Source: an optimization exercise on an open RTL-to-GDS flow (aim: small area). Production flows keep margins and buffers that such runs may drop. Function was checked by simulation only, so behaviour that the tests miss may differ from the original. Power and IR drop assume default switching activity. The clock port is modelled as an ideal driver; clocking choices that lean on that would not hold on a real chip.

==> flow/design.v <==
module fsync_crc8_rom (
    input  wire [7:0] addr,
    output reg  [7:0] data
);
  integer k;
  always @(*) begin
    data = addr;
    for (k = 0; k < 8; k = k + 1)
      data = data[7] ? ((data << 1) ^ 8'hD5) : (data << 1);
  end
endmodule
module fsync (
    input  wire        clk,
    input  wire        rst,            
    input  wire        in_valid,
    input  wire [7:0]  in_data,
    output wire        in_ready,
    input  wire        fsm_reset,      
    input  wire        stat_clr,       
    output wire        ev_valid,
    input  wire        ev_ready,
    output wire [1:0]  ev_type,        
    output wire [1:0]  ev_version,
    output wire [7:0]  ev_direction,
    output wire [15:0] ev_code,
    output wire [15:0] ev_size,
    output wire [7:0]  ev_data,
    output wire        err_resource
);
  localparam integer RLB = 8;              
  localparam integer RL  = 1 << RLB;       
  localparam integer NR  = 256 / RL;       
  localparam [3:0] S_IDLE       = 4'd0,
                   S_SAW_DOLLAR = 4'd1,
                   S_DIRECTION  = 4'd2,
                   S_V1_LENGTH  = 4'd3,
                   S_V1_CODE    = 4'd4,
                   S_PAYLOAD    = 4'd5,
                   S_CKS        = 4'd6,
                   S_V2_FLAG    = 4'd7,
                   S_V2_CODE_LO = 4'd8,
                   S_V2_CODE_HI = 4'd9,
                   S_V2_LEN_LO  = 4'd10,
                   S_V2_LEN_HI  = 4'd11;
  localparam [1:0] O_IDLE = 2'd0,
                   O_HDR  = 2'd1,
                   O_PAY  = 2'd2,
                   O_REJ  = 2'd3;
  reg [3:0]     fstate;
  reg [1:0]     ostate;
  reg           v2;           
  reg           dir21;        
  reg           dir3e;        
  reg [15:0]    code;
  reg [8:0]     size;         
  reg [8:0]     cnt;          
  reg [7:0]     acc;          
  reg [RLB-1:0] phase;        
  reg           dfull;        
  reg           err_res;
  wire       accept = in_valid && in_ready && !fsm_reset;
  wire [7:0] b      = in_data;
  wire       first    = (fstate == S_V1_LENGTH) || (fstate == S_V2_FLAG);
  wire [7:0] acc_x    = (first ? 8'h00 : acc) ^ b;
  wire [7:0] acc_crc;
  fsync_crc8_rom u_crc (.addr(acc_x), .data(acc_crc));
  wire [7:0] acc_next = v2 ? acc_crc : acc_x;
  wire       is_dir   = (b == 8'h3C) || (b == 8'h3E) || (b == 8'h21);
  wire [8:0] cnt_inc   = cnt + 1'b1;
  wire       cnt_end   = &cnt;
  wire       slot_here = (phase == cnt[RLB-1:0]);
  wire       size_lo0  = (size[7:0] == 8'h00);
  wire [8:0] cnt_start = {~((fstate == S_V2_LEN_HI) ? b[0] : size[8]), ~size[7:0]};
  wire [7:0] ring_out [0:NR-1];
  wire       wr_pay   = accept && (fstate == S_PAYLOAD);
  genvar r;
  generate
    for (r = 0; r < NR; r = r + 1) begin : g_ring
      reg  [8*RL-1:0] slot;    
      wire            we = wr_pay && ((cnt[7:0] >> RLB) == r);
      always @(posedge clk)
        slot <= {slot[8*RL-9:0], we ? b : slot[8*RL-1:8*RL-8]};
      assign ring_out[r] = slot[8*RL-1:8*RL-8];
    end
  endgenerate
  always @(posedge clk) begin
    if (rst) phase <= {RLB{1'b0}};
    else     phase <= phase + 1'b1;
  end
  wire check   = accept && (fstate == S_CKS);
  wire match   = (acc_x == 8'h00);    
  wire good    = check && match;
  wire bad     = check && !match;
  wire ev_fire = ev_valid && ev_ready;
  wire rd_more = !cnt_end;
  wire load    = (ostate == O_HDR || ostate == O_PAY) && rd_more && slot_here &&
                 (!dfull || (ostate == O_PAY && ev_fire));
  always @(posedge clk) begin
    if (rst) begin
      fstate  <= S_IDLE;
      ostate  <= O_IDLE;
      dfull   <= 1'b0;
      err_res <= 1'b0;
    end else begin
      case (ostate)
        O_IDLE:
          if (good) begin
            ostate <= O_HDR;
            cnt    <= cnt_start;
          end else if (bad)
            ostate <= O_REJ;
        O_HDR:
          if (ev_fire) ostate <= rd_more ? O_PAY : O_IDLE;
        O_PAY:
          if (ev_fire && !rd_more) ostate <= O_IDLE;
        O_REJ:
          if (ev_fire) ostate <= O_IDLE;
      endcase
      if (load) begin
        acc   <= ring_out[cnt[7:0] >> RLB];
        cnt   <= cnt_inc;
        dfull <= 1'b1;
      end else if (ostate == O_PAY && ev_fire)
        dfull <= 1'b0;
      if (stat_clr)
        err_res <= 1'b0;
      if (fsm_reset) begin
        fstate <= S_IDLE;
      end else if (accept) begin
        acc <= acc_next;
        case (fstate)
          S_IDLE:
            if (b == 8'h24) fstate <= S_SAW_DOLLAR;
          S_SAW_DOLLAR:
            if (b == 8'h4D) begin
              v2     <= 1'b0;
              fstate <= S_DIRECTION;
            end else if (b == 8'h58) begin
              v2     <= 1'b1;
              fstate <= S_DIRECTION;
            end else
              fstate <= S_IDLE;
          S_DIRECTION:
            if (is_dir) begin
              dir21  <= (b == 8'h21);
              dir3e  <= (b == 8'h3E);
              fstate <= v2 ? S_V2_FLAG : S_V1_LENGTH;
            end else
              fstate <= S_IDLE;
          S_V1_LENGTH: begin
            size   <= {1'b0, b};
            fstate <= S_V1_CODE;
          end
          S_V1_CODE: begin
            code   <= {8'h00, b};
            cnt    <= cnt_start;
            fstate <= size_lo0 ? S_CKS : S_PAYLOAD;
          end
          S_PAYLOAD: begin
            cnt <= cnt_inc;
            if (&cnt_inc) fstate <= S_CKS;
          end
          S_CKS:
            fstate <= S_IDLE;
          S_V2_FLAG:
            fstate <= S_V2_CODE_LO;
          S_V2_CODE_LO: begin
            code[7:0] <= b;
            fstate    <= S_V2_CODE_HI;
          end
          S_V2_CODE_HI: begin
            code[15:8] <= b;
            fstate     <= S_V2_LEN_LO;
          end
          S_V2_LEN_LO: begin
            size   <= {1'b0, b};
            fstate <= S_V2_LEN_HI;
          end
          S_V2_LEN_HI: begin
            cnt <= cnt_start;
            if (b == 8'h00)
              fstate <= size_lo0 ? S_CKS : S_PAYLOAD;
            else if (b == 8'h01 && size_lo0) begin
              size[8] <= 1'b1;
              fstate  <= S_PAYLOAD;
            end else begin
              err_res <= 1'b1;
              fstate  <= S_IDLE;
            end
          end
          default:
            fstate <= S_IDLE;
        endcase
      end
    end
  end
  assign in_ready     = (ostate == O_IDLE) && (fstate != S_PAYLOAD || slot_here);
  assign ev_valid     = (ostate == O_HDR) || (ostate == O_REJ) || (ostate == O_PAY && dfull);
  assign ev_type      = {ostate == O_REJ, ostate == O_PAY};
  assign ev_version   = {v2, !v2};
  assign ev_direction = {2'b00, 1'b1, {3{!dir21}}, dir3e, dir21};
  assign ev_code      = code;
  assign ev_size      = {7'd0, size};
  assign ev_data      = acc;
  assign err_resource = err_res;
endmodule
==> flow/config.mk <==
export PLATFORM = sky130hd
export DESIGN_NAME = fsync
export DESIGN_NICKNAME = fsync
export VERILOG_FILES = /design/flow/design.v
export SDC_FILE = /design/flow/constraint.sdc
export NUM_CORES = 4
export LEC_CHECK = 0
export CAP_MARGIN = 20
export CORE_MARGIN = 2
export CORE_UTILIZATION = 40
export SLEW_MARGIN = 20
==> flow/constraint.sdc <==
create_clock -name core_clock -period 10.0 [get_ports {clk}]
set_input_delay 2.0000 -clock core_clock [delete_from_list [all_inputs] [get_ports {clk}]]
set_output_delay 2.0000 -clock core_clock [all_outputs]
set_load 0.01 [all_outputs]
standard.sh (not shown) runs the stock make flow with config.mk's settings and CLKGATE_MAP_FILE= SYNTH_SCRIPT=/design/flow/synth_recipe.tcl, a recipe that flattens the netlist after the stock synthesis.
==> flow/flow/run.sh <==
#!/bin/bash
set -euo pipefail
cd "$(dirname "$0")/.."
export CTS_ARGS="-sink_clustering_enable -repair_clock_nets -sink_clustering_size 34 -sink_clustering_max_diameter 80 -buf_list sky130_fd_sc_hd__clkbuf_16 -dont_use_dummy_load"
export BUFFER_PORTS_ARGS="-buffer_cell sky130_fd_sc_hd__buf_1"
R=orfs/results/${FLOW_PLATFORM:-sky130hd}/fsync/base
bash standard.sh synth > standard_synth.log 2>&1
cp "$R/1_2_yosys.v" standard_1_2_yosys.v
YOSYS=$(command -v yosys || echo "$FLOW_HOME/../tools/install/yosys/bin/yosys")
REMAP_LIB="$FLOW_HOME/platforms/${FLOW_PLATFORM:-sky130hd}/lib/sky130_fd_sc_hd__tt_025C_1v80.lib" \
REMAP_IN=standard_1_2_yosys.v REMAP_OUT=remapped.v REMAP_TOP="${FLOW_TOP:-fsync}" \
  "$YOSYS" -c flow/remap.tcl > yosys_remap.log 2>&1
cp remapped.v "$R/1_2_yosys.v"
touch "$R/1_2_yosys.v"
bash standard.sh finish > standard_finish.log 2>&1
==> flow/flow/remap.tcl <==
# Re-map the combinational logic of the standard synthesis netlist for area.
# Flip-flop cells are black boxes, so every register keeps the instance name
# and cell type the standard synthesis gave it; only the gates between the
# registers are re-mapped (ABC's default area-oriented mapping, without the
# speed script's buffering and up-sizing). Don't-use cells stay unused.
set lib $::env(REMAP_LIB)
yosys read_liberty -ignore_miss_func $lib
yosys blackbox sky130_fd_sc_hd__*df* sky130_fd_sc_hd__*dl*
yosys read_verilog $::env(REMAP_IN)
yosys hierarchy -top $::env(REMAP_TOP)
yosys flatten
yosys techmap
yosys opt -purge
set du {}
foreach c {sky130_fd_sc_hd__lpflow_bleeder_1 sky130_fd_sc_hd__lpflow_clkbufkapwr_1 sky130_fd_sc_hd__lpflow_clkbufkapwr_16 sky130_fd_sc_hd__lpflow_clkbufkapwr_2 sky130_fd_sc_hd__lpflow_clkbufkapwr_4 sky130_fd_sc_hd__lpflow_clkbufkapwr_8 sky130_fd_sc_hd__lpflow_clkinvkapwr_1 sky130_fd_sc_hd__lpflow_clkinvkapwr_16 sky130_fd_sc_hd__lpflow_clkinvkapwr_2 sky130_fd_sc_hd__lpflow_clkinvkapwr_4 sky130_fd_sc_hd__lpflow_clkinvkapwr_8 sky130_fd_sc_hd__lpflow_decapkapwr_12 sky130_fd_sc_hd__lpflow_decapkapwr_3 sky130_fd_sc_hd__lpflow_decapkapwr_4 sky130_fd_sc_hd__lpflow_decapkapwr_6 sky130_fd_sc_hd__lpflow_decapkapwr_8 sky130_fd_sc_hd__lpflow_inputiso0n_1 sky130_fd_sc_hd__lpflow_inputiso0p_1 sky130_fd_sc_hd__lpflow_inputiso1n_1 sky130_fd_sc_hd__lpflow_inputiso1p_1 sky130_fd_sc_hd__lpflow_inputisolatch_1 sky130_fd_sc_hd__lpflow_isobufsrc_1 sky130_fd_sc_hd__lpflow_isobufsrc_16 sky130_fd_sc_hd__lpflow_isobufsrc_2 sky130_fd_sc_hd__lpflow_isobufsrc_4 sky130_fd_sc_hd__lpflow_isobufsrc_8 sky130_fd_sc_hd__lpflow_isobufsrckapwr_16 sky130_fd_sc_hd__lpflow_lsbuf_lh_hl_isowell_tap_1 sky130_fd_sc_hd__lpflow_lsbuf_lh_hl_isowell_tap_2 sky130_fd_sc_hd__lpflow_lsbuf_lh_hl_isowell_tap_4 sky130_fd_sc_hd__lpflow_lsbuf_lh_isowell_4 sky130_fd_sc_hd__lpflow_lsbuf_lh_isowell_tap_1 sky130_fd_sc_hd__lpflow_lsbuf_lh_isowell_tap_2 sky130_fd_sc_hd__lpflow_lsbuf_lh_isowell_tap_4 sky130_fd_sc_hd__probe_p_8 sky130_fd_sc_hd__probec_p_8 } { lappend du -dont_use $c }
yosys abc -liberty $lib {*}$du
yosys setundef -zero
yosys hilomap -singleton -hicell sky130_fd_sc_hd__conb_1 HI -locell sky130_fd_sc_hd__conb_1 LO
yosys rename -hide w:*
yosys opt_clean -purge
yosys splitnets
yosys insbuf -buf sky130_fd_sc_hd__buf_1 A X
yosys opt_clean -purge
yosys rename -enumerate
yosys stat -liberty $lib
yosys write_verilog -noattr -noexpr -nohex -nodec $::env(REMAP_OUT)
Rerun with:
--- a/flow/flow/run.sh
+++ b/flow/flow/run.sh
@@ -2,5 +2,5 @@
 set -euo pipefail
 cd "$(dirname "$0")/.."
-export CTS_ARGS="-sink_clustering_enable -repair_clock_nets -sink_clustering_size 34 -sink_clustering_max_diameter 80 -buf_list sky130_fd_sc_hd__clkbuf_16 -dont_use_dummy_load"
+export CTS_ARGS="-sink_clustering_enable -repair_clock_nets -sink_clustering_size 36 -sink_clustering_max_diameter 80 -buf_list sky130_fd_sc_hd__clkbuf_16 -dont_use_dummy_load"
 export BUFFER_PORTS_ARGS="-buffer_cell sky130_fd_sc_hd__buf_1"
 R=orfs/results/${FLOW_PLATFORM:-sky130hd}/fsync/base
- CORE_UTILIZATION: 40 -> 55
- PLACE_DENSITY: not set -> 0.75
Clock-buffer cell count goes down by 5; hold slack loses 0.047 ns; setup slack improves by 0.11 ns; sequential power hardly moves.
Rerun with:
--- a/flow/flow/run.sh
+++ b/flow/flow/run.sh
@@ -2,5 +2,5 @@
 set -euo pipefail
 cd "$(dirname "$0")/.."
-export CTS_ARGS="-sink_clustering_enable -repair_clock_nets -sink_clustering_size 36 -sink_clustering_max_diameter 80 -buf_list sky130_fd_sc_hd__clkbuf_16 -dont_use_dummy_load"
+export CTS_ARGS="-sink_clustering_enable -repair_clock_nets -sink_clustering_size 36 -sink_clustering_max_diameter 60 -buf_list sky130_fd_sc_hd__clkbuf_16 -dont_use_dummy_load"
 export BUFFER_PORTS_ARGS="-buffer_cell sky130_fd_sc_hd__buf_1"
 R=orfs/results/${FLOW_PLATFORM:-sky130hd}/fsync/base
- CORE_UTILIZATION: 55 -> 40
- PLACE_DENSITY: 0.75 -> not set
Effect: Cell count went up by 12%; first-iteration DRC count goes down by 7.5%; wire length drops by 2.7%; clock-buffer cell count grows by 24; power rises by 3.8%; worst setup slack gets worse by 0.13 ns.
Rerun with:
--- a/flow/flow/run.sh
+++ b/flow/flow/run.sh
@@ -2,5 +2,5 @@
 set -euo pipefail
 cd "$(dirname "$0")/.."
-export CTS_ARGS="-sink_clustering_enable -repair_clock_nets -sink_clustering_size 36 -sink_clustering_max_diameter 60 -buf_list sky130_fd_sc_hd__clkbuf_16 -dont_use_dummy_load"
+export CTS_ARGS="-sink_clustering_enable -repair_clock_nets -sink_clustering_size 32 -sink_clustering_max_diameter 100 -buf_list sky130_fd_sc_hd__clkbuf_16 -dont_use_dummy_load"
 export BUFFER_PORTS_ARGS="-buffer_cell sky130_fd_sc_hd__buf_1"
 R=orfs/results/${FLOW_PLATFORM:-sky130hd}/fsync/base
Outcome: Global-route usage barely changes. Clock skew drops by 0.037 ns. Via count falls by 0.92%.
Rerun with:
--- a/flow/flow/remap.tcl
+++ b/flow/flow/remap.tcl
@@ -2,6 +2,7 @@
 # Flip-flop cells are black boxes, so every register keeps the instance name
 # and cell type the standard synthesis gave it; only the gates between the
-# registers are re-mapped (ABC's default area-oriented mapping, without the
-# speed script's buffering and up-sizing). Don't-use cells stay unused.
+# registers are re-mapped for area (ABC: deepsyn restructuring, then choice
+# computation and area-oriented mapping; without the speed script's buffering
+# and up-sizing). Don't-use cells stay unused.
 set lib $::env(REMAP_LIB)
 yosys read_liberty -ignore_miss_func $lib
@@ -14,5 +15,5 @@
 set du {}
 foreach c {sky130_fd_sc_hd__lpflow_bleeder_1 sky130_fd_sc_hd__lpflow_clkbufkapwr_1 sky130_fd_sc_hd__lpflow_clkbufkapwr_16 sky130_fd_sc_hd__lpflow_clkbufkapwr_2 sky130_fd_sc_hd__lpflow_clkbufkapwr_4 sky130_fd_sc_hd__lpflow_clkbufkapwr_8 sky130_fd_sc_hd__lpflow_clkinvkapwr_1 sky130_fd_sc_hd__lpflow_clkinvkapwr_16 sky130_fd_sc_hd__lpflow_clkinvkapwr_2 sky130_fd_sc_hd__lpflow_clkinvkapwr_4 sky130_fd_sc_hd__lpflow_clkinvkapwr_8 sky130_fd_sc_hd__lpflow_decapkapwr_12 sky130_fd_sc_hd__lpflow_decapkapwr_3 sky130_fd_sc_hd__lpflow_decapkapwr_4 sky130_fd_sc_hd__lpflow_decapkapwr_6 sky130_fd_sc_hd__lpflow_decapkapwr_8 sky130_fd_sc_hd__lpflow_inputiso0n_1 sky130_fd_sc_hd__lpflow_inputiso0p_1 sky130_fd_sc_hd__lpflow_inputiso1n_1 sky130_fd_sc_hd__lpflow_inputiso1p_1 sky130_fd_sc_hd__lpflow_inputisolatch_1 sky130_fd_sc_hd__lpflow_isobufsrc_1 sky130_fd_sc_hd__lpflow_isobufsrc_16 sky130_fd_sc_hd__lpflow_isobufsrc_2 sky130_fd_sc_hd__lpflow_isobufsrc_4 sky130_fd_sc_hd__lpflow_isobufsrc_8 sky130_fd_sc_hd__lpflow_isobufsrckapwr_16 sky130_fd_sc_hd__lpflow_lsbuf_lh_hl_isowell_tap_1 sky130_fd_sc_hd__lpflow_lsbuf_lh_hl_isowell_tap_2 sky130_fd_sc_hd__lpflow_lsbuf_lh_hl_isowell_tap_4 sky130_fd_sc_hd__lpflow_lsbuf_lh_isowell_4 sky130_fd_sc_hd__lpflow_lsbuf_lh_isowell_tap_1 sky130_fd_sc_hd__lpflow_lsbuf_lh_isowell_tap_2 sky130_fd_sc_hd__lpflow_lsbuf_lh_isowell_tap_4 sky130_fd_sc_hd__probe_p_8 sky130_fd_sc_hd__probec_p_8 } { lappend du -dont_use $c }
-yosys abc -liberty $lib {*}$du
+yosys abc -script {+strash;&get,-n;&deepsyn,-T,30;&put;dch,-f;amap} -liberty $lib {*}$du
 yosys setundef -zero
 yosys hilomap -singleton -hicell sky130_fd_sc_hd__conb_1 HI -locell sky130_fd_sc_hd__conb_1 LO
What happened: Fmax shrinks by about 10%; via count came out higher by about 0.45%; setup slack is worse by 0.54 ns; die area falls by about 0.6%; synthesized cell count is higher by about 1.4%; routed wire length goes down by about 3.4%; core utilization falls by 0.11 points; non-clock buffer count is unchanged; global-route usage falls by 0.24 points; clock skew climbs by 0.073 ns.

-- re-timing with driven ports --
The flow's constraints put no driver on any port. The routed layouts listed below were extracted and timed again, unchanged, in two steps. Step 1 (the two cells are an assumption about what drives the block):
set clk [get_ports {clk}]
set_driving_cell -lib_cell sky130_fd_sc_hd__clkbuf_16 $clk
set_driving_cell -lib_cell sky130_fd_sc_hd__buf_2 [delete_from_list [all_inputs] $clk]
Step 2 moves the port delays by t, midway between the first and last clock arrival at a register: inputs arrive t later, outputs are due t later. That takes back most of the time a late clock gives input paths. Three values: ideal ports, drivers, drivers and shift; two values: the first two.
run | t (ns) | setup slack, ns | pins driven straight from the clock port
the first run | 0.677 | 5.312 / 5.247 / 4.898 | 1
the second run | 0.657 | 5.420 / 5.354 / 5.121 | 1
the third run | 0.693 | 5.287 / 5.223 / 4.891 | 1
the fourth run | 0.684 | 5.280 / 5.218 / 4.921 | 1
the fifth run | 0.690 | 4.735 / 4.781 / 4.091 | 1
After both steps setup and hold are still met in every run listed. For the fifth run, which loses most, drivers alone change the setup slack by +0.046 ns; drivers and shift together by -0.644 ns.
